Context: an optimization exercise on an open-source flow, tuned for small area, a short achievable clock period and few clock cycles. The choices shown serve that exercise and are no tape-out recipe.
Only simulation tests tie the RTL to the original design; equivalence was not proved.
Power is estimated from default activity; no workload was simulated.

==> module lz77_dec, before the edit <==
module lz77_dec (
    input  wire        clk,
    input  wire        rst,              
    input  wire        start,
    input  wire [15:0] npix,             
    output wire        busy,
    output wire        done,             
    output wire        err,              
    input  wire        in_valid,
    output wire        in_ready,
    input  wire [7:0]  in_byte,
    output wire        out_valid,
    input  wire        out_ready,
    output wire [23:0] out_pixel         
);
    localparam SW_N = 17;
    reg              busy_r;             
    reg              fin;                
    reg              err_r;
    reg              first;              
    reg [15:0]       prem;               
    reg [3:0]        rs;                 
    reg              t_v;                
    reg              t_copy;             
    reg [3:0]        t_val;              
    reg [3:0]        t_rem;              
    reg [7:0]        q;                  
    reg              q_v;
    reg [4*SW_N-1:0] sw;                 
    reg [1:0]        ph;                 
    reg [7:0]        pend;               
    reg              ov;
    reg [11:0]       pix;
    assign done      = busy_r && fin && !ov;
    assign busy      = busy_r && !done;
    assign err       = err_r;
    assign out_valid = ov;
    assign out_pixel = {pix[11:8], 4'h0, pix[7:4], 4'h0, pix[3:0], 4'h0};
    wire       t_last  = (t_rem <= 4'd3);
    wire [1:0] n       = t_last ? t_rem[1:0] : 2'd3;
    wire       t_err   = t_copy && (first || (t_rem > rs));
    wire       more    = !(t_copy && first) && (rs > t_rem);
    wire [3:0] x0 = t_copy ? sw[4*t_val +: 4] : t_val;
    wire [3:0] x1 = sw[4*t_val + 4 +: 4];
    wire [3:0] x2 = (t_val == 4'd15) ? sw[4*15 +: 4] : sw[4*t_val + 8 +: 4];
    wire stall = ov && !out_ready;
    wire go    = busy_r && !fin && t_v && !stall;
    wire dec   = go && !t_err;           
    wire t_free = !t_v || (go && (t_last || t_err));
    assign in_ready = busy_r && !fin && !q_v && (!t_v || more);
    wire take_in = in_valid && in_ready;
    wire take_cmd = start && !busy;
    wire [2:0] tot = {1'b0, ph} + {1'b0, n};
    wire       pix_done = dec && (tot >= 3'd3);
    reg  [11:0] pix_n;
    reg  [7:0]  pend_n;
    always @* begin
        case (ph)
            2'd0:    pix_n = {x0, x1, x2};
            2'd1:    pix_n = {pend[3:0], x0, x1};
            default: pix_n = {pend[7:4], pend[3:0], x0};
        endcase
        case (tot)
            3'd1:    pend_n = {4'h0, x0};                    
            3'd2:    pend_n = (ph == 2'd0) ? {x0, x1} : {pend[3:0], x0};
            3'd4:    pend_n = {4'h0, (ph == 2'd1) ? x2 : x1};
            3'd5:    pend_n = {x1, x2};                      
            default: pend_n = pend;
        endcase
    end
    wire [1:0] ph_n = (tot >= 3'd3) ? tot[1:0] - 2'd3 : tot[1:0];
    wire [15:0] prem_n = prem - {15'd0, pix_done};
    wire [5:0]  r3     = {prem_n[2:0], 1'b0} + {1'b0, prem_n[2:0]};
    wire [3:0]  rs_n   = (prem_n[15:3] != 13'd0 || r3 > 6'd17)
                         ? 4'd15 : (r3[3:0] - {2'b00, ph_n});
    wire [5:0]  r3s    = {npix[2:0], 1'b0} + {1'b0, npix[2:0]};
    wire [3:0]  rs_s   = (npix[15:3] != 13'd0 || r3s > 6'd15) ? 4'd15 : r3s[3:0];
    wire [7:0] nb = q_v ? q : in_byte;
    always @(posedge clk) begin
        if (dec) begin
            if (first)
                sw <= {SW_N{t_val}};
            else case (n)
                2'd1:    sw <= {x0, sw[4*SW_N-1:4]};
                2'd2:    sw <= {x1, x0, sw[4*SW_N-1:8]};
                default: sw <= {x2, x1, x0, sw[4*SW_N-1:12]};
            endcase
            pend <= pend_n;
        end
        if (pix_done)
            pix <= pix_n;
        if (take_in && !(t_free && !q_v))
            q <= in_byte;
        if (t_free) begin
            t_copy <= nb[7];
            t_val  <= nb[7] ? nb[3:0] : nb[6:3];
            t_rem  <= nb[7] ? {1'b0, nb[6:4]} + 4'd2 : 4'd1;
        end else if (go) begin
            t_rem  <= t_rem - 4'd3;
        end
    end
    always @(posedge clk) begin
        if (rst) begin
            busy_r <= 1'b0;
            fin    <= 1'b0;
            err_r  <= 1'b0;
            first  <= 1'b0;
            prem   <= 16'd0;
            rs     <= 4'd0;
            t_v    <= 1'b0;
            q_v    <= 1'b0;
            ph     <= 2'd0;
            ov     <= 1'b0;
        end else begin
            if (ov && out_ready)
                ov <= 1'b0;
            if (pix_done)
                ov <= 1'b1;
            if (take_cmd) begin
                busy_r <= 1'b1;
                fin    <= (npix == 16'd0);
                err_r  <= 1'b0;
                first  <= 1'b1;
                prem   <= npix;
                rs     <= rs_s;
                t_v    <= 1'b0;
                q_v    <= 1'b0;
                ph     <= 2'd0;
            end else begin
                if (done)
                    busy_r <= 1'b0;
                if (go) begin
                    if (t_err) begin
                        err_r <= 1'b1;
                        fin   <= 1'b1;
                    end else begin
                        first <= 1'b0;
                        prem  <= prem_n;
                        rs    <= rs_n;
                        ph    <= ph_n;
                        if (rs == {2'b00, n})
                            fin <= 1'b1;
                    end
                end
                if (t_free) begin
                    t_v <= q_v || take_in;
                    q_v <= 1'b0;
                end else if (take_in) begin
                    q_v <= 1'b1;
                end
            end
        end
    end
endmodule
clock: 8.0 ns
lec_check: 0
cap_margin: 20
core_margin: 2
core_utilization: 40
slew_margin: 20
run.sh (not shown) runs the stock make flow with config.mk's settings and CLKGATE_MAP_FILE= SYNTH_SCRIPT=/design/flow/synth_recipe.tcl, a recipe that flattens the netlist after the stock synthesis.
Testbench counts at the start, summed over its fixed seeds: cycles 47,934.
Edit:
--- a/flow/design.v
+++ b/flow/design.v
@@ -25,4 +25,6 @@
     reg [3:0]        t_val;              
     reg [3:0]        t_rem;              
+    reg              t_err;              
+    reg              t_more;             
     reg [7:0]        q;                  
     reg              q_v;
@@ -39,6 +41,4 @@
     wire       t_last  = (t_rem <= 4'd3);
     wire [1:0] n       = t_last ? t_rem[1:0] : 2'd3;
-    wire       t_err   = t_copy && (first || (t_rem > rs));
-    wire       more    = !(t_copy && first) && (rs > t_rem);
     wire [3:0] x0 = t_copy ? sw[4*t_val +: 4] : t_val;
     wire [3:0] x1 = sw[4*t_val + 4 +: 4];
@@ -48,5 +48,5 @@
     wire dec   = go && !t_err;           
     wire t_free = !t_v || (go && (t_last || t_err));
-    assign in_ready = busy_r && !fin && !q_v && (!t_v || more);
+    assign in_ready = busy_r && !fin && !q_v && (!t_v || t_more);
     wire take_in = in_valid && in_ready;
     wire take_cmd = start && !busy;
@@ -70,11 +70,13 @@
     end
     wire [1:0] ph_n = (tot >= 3'd3) ? tot[1:0] - 2'd3 : tot[1:0];
-    wire [15:0] prem_n = prem - {15'd0, pix_done};
-    wire [5:0]  r3     = {prem_n[2:0], 1'b0} + {1'b0, prem_n[2:0]};
-    wire [3:0]  rs_n   = (prem_n[15:3] != 13'd0 || r3 > 6'd17)
-                         ? 4'd15 : (r3[3:0] - {2'b00, ph_n});
+    wire [5:0]  r3     = {prem[2:0], 1'b0} + {1'b0, prem[2:0]};
+    wire [5:0]  r3d    = r3 - {3'd0, tot};
+    wire [3:0]  rs_d   = (prem[15:3] != 13'd0 || r3d > 6'd15) ? 4'd15 : r3d[3:0];
     wire [5:0]  r3s    = {npix[2:0], 1'b0} + {1'b0, npix[2:0]};
     wire [3:0]  rs_s   = (npix[15:3] != 13'd0 || r3s > 6'd15) ? 4'd15 : r3s[3:0];
     wire [7:0] nb = q_v ? q : in_byte;
+    wire [3:0] nb_len  = nb[7] ? {1'b0, nb[6:4]} + 4'd2 : 4'd1;
+    wire [3:0] rs_a    = t_v ? rs_d : rs;
+    wire       first_a = first && !t_v;
     always @(posedge clk) begin
         if (dec) begin
@@ -95,5 +97,7 @@
             t_copy <= nb[7];
             t_val  <= nb[7] ? nb[3:0] : nb[6:3];
-            t_rem  <= nb[7] ? {1'b0, nb[6:4]} + 4'd2 : 4'd1;
+            t_rem  <= nb_len;
+            t_err  <= nb[7] && (first_a || (nb_len > rs_a));
+            t_more <= !(nb[7] && first_a) && (rs_a > nb_len);
         end else if (go) begin
             t_rem  <= t_rem - 4'd3;
@@ -136,6 +140,7 @@
                     end else begin
                         first <= 1'b0;
-                        prem  <= prem_n;
-                        rs    <= rs_n;
+                        if (pix_done)
+                            prem <= prem - 16'd1;
+                        rs    <= rs_d;
                         ph    <= ph_n;
                         if (rs == {2'b00, n})
Result: The changed run finished clean; routed wire length climbs by a few percent; die area drops slightly; cell count drops by a few percent; clock power climbs by a few percent; worst hold slack degrades by 0.015 ns; synthesized area drops slightly; critical path depth drops by 1; worst setup slack improves by 1.1 ns; power drops by a few percent; design area drops slightly; clock-buffer cell count drops by 7.
Testbench counts after the change, summed over its fixed seeds: cycles 47,934.

port drivers added, routing unchanged:
The flow's constraints put no driver on any port. The routed layouts listed below were extracted and timed again, unchanged, in two steps.
Step 1: set_driving_cell puts a clkbuf_16 on clk and a buf_2 on each other input, an assumption about the parent block.
Step 2 also shifts input and output timing later by t, the mid clock arrival at the registers, as if the neighbouring blocks saw the same clock.
Three values: ideal, step 1, step 2; two values: the first two.
| run | t, ns | setup WS [ns] | slew at the worst register clock pin (ns) | worst slew at a driven data input, ns |
|---|---|---|---|---|
| the first run | 0.469 | 2.312 / 2.336 / 1.867 | 0.07 / 0.07 | 0.03 |
| the second run | 0.466 | 3.379 / 3.379 / 3.379 | 0.07 / 0.07 | 0.03 |
After both steps every run listed still meets setup and hold. The setup slack of the first run, which loses most, moves by +0.024 ns with the drivers and by -0.445 ns with both steps.
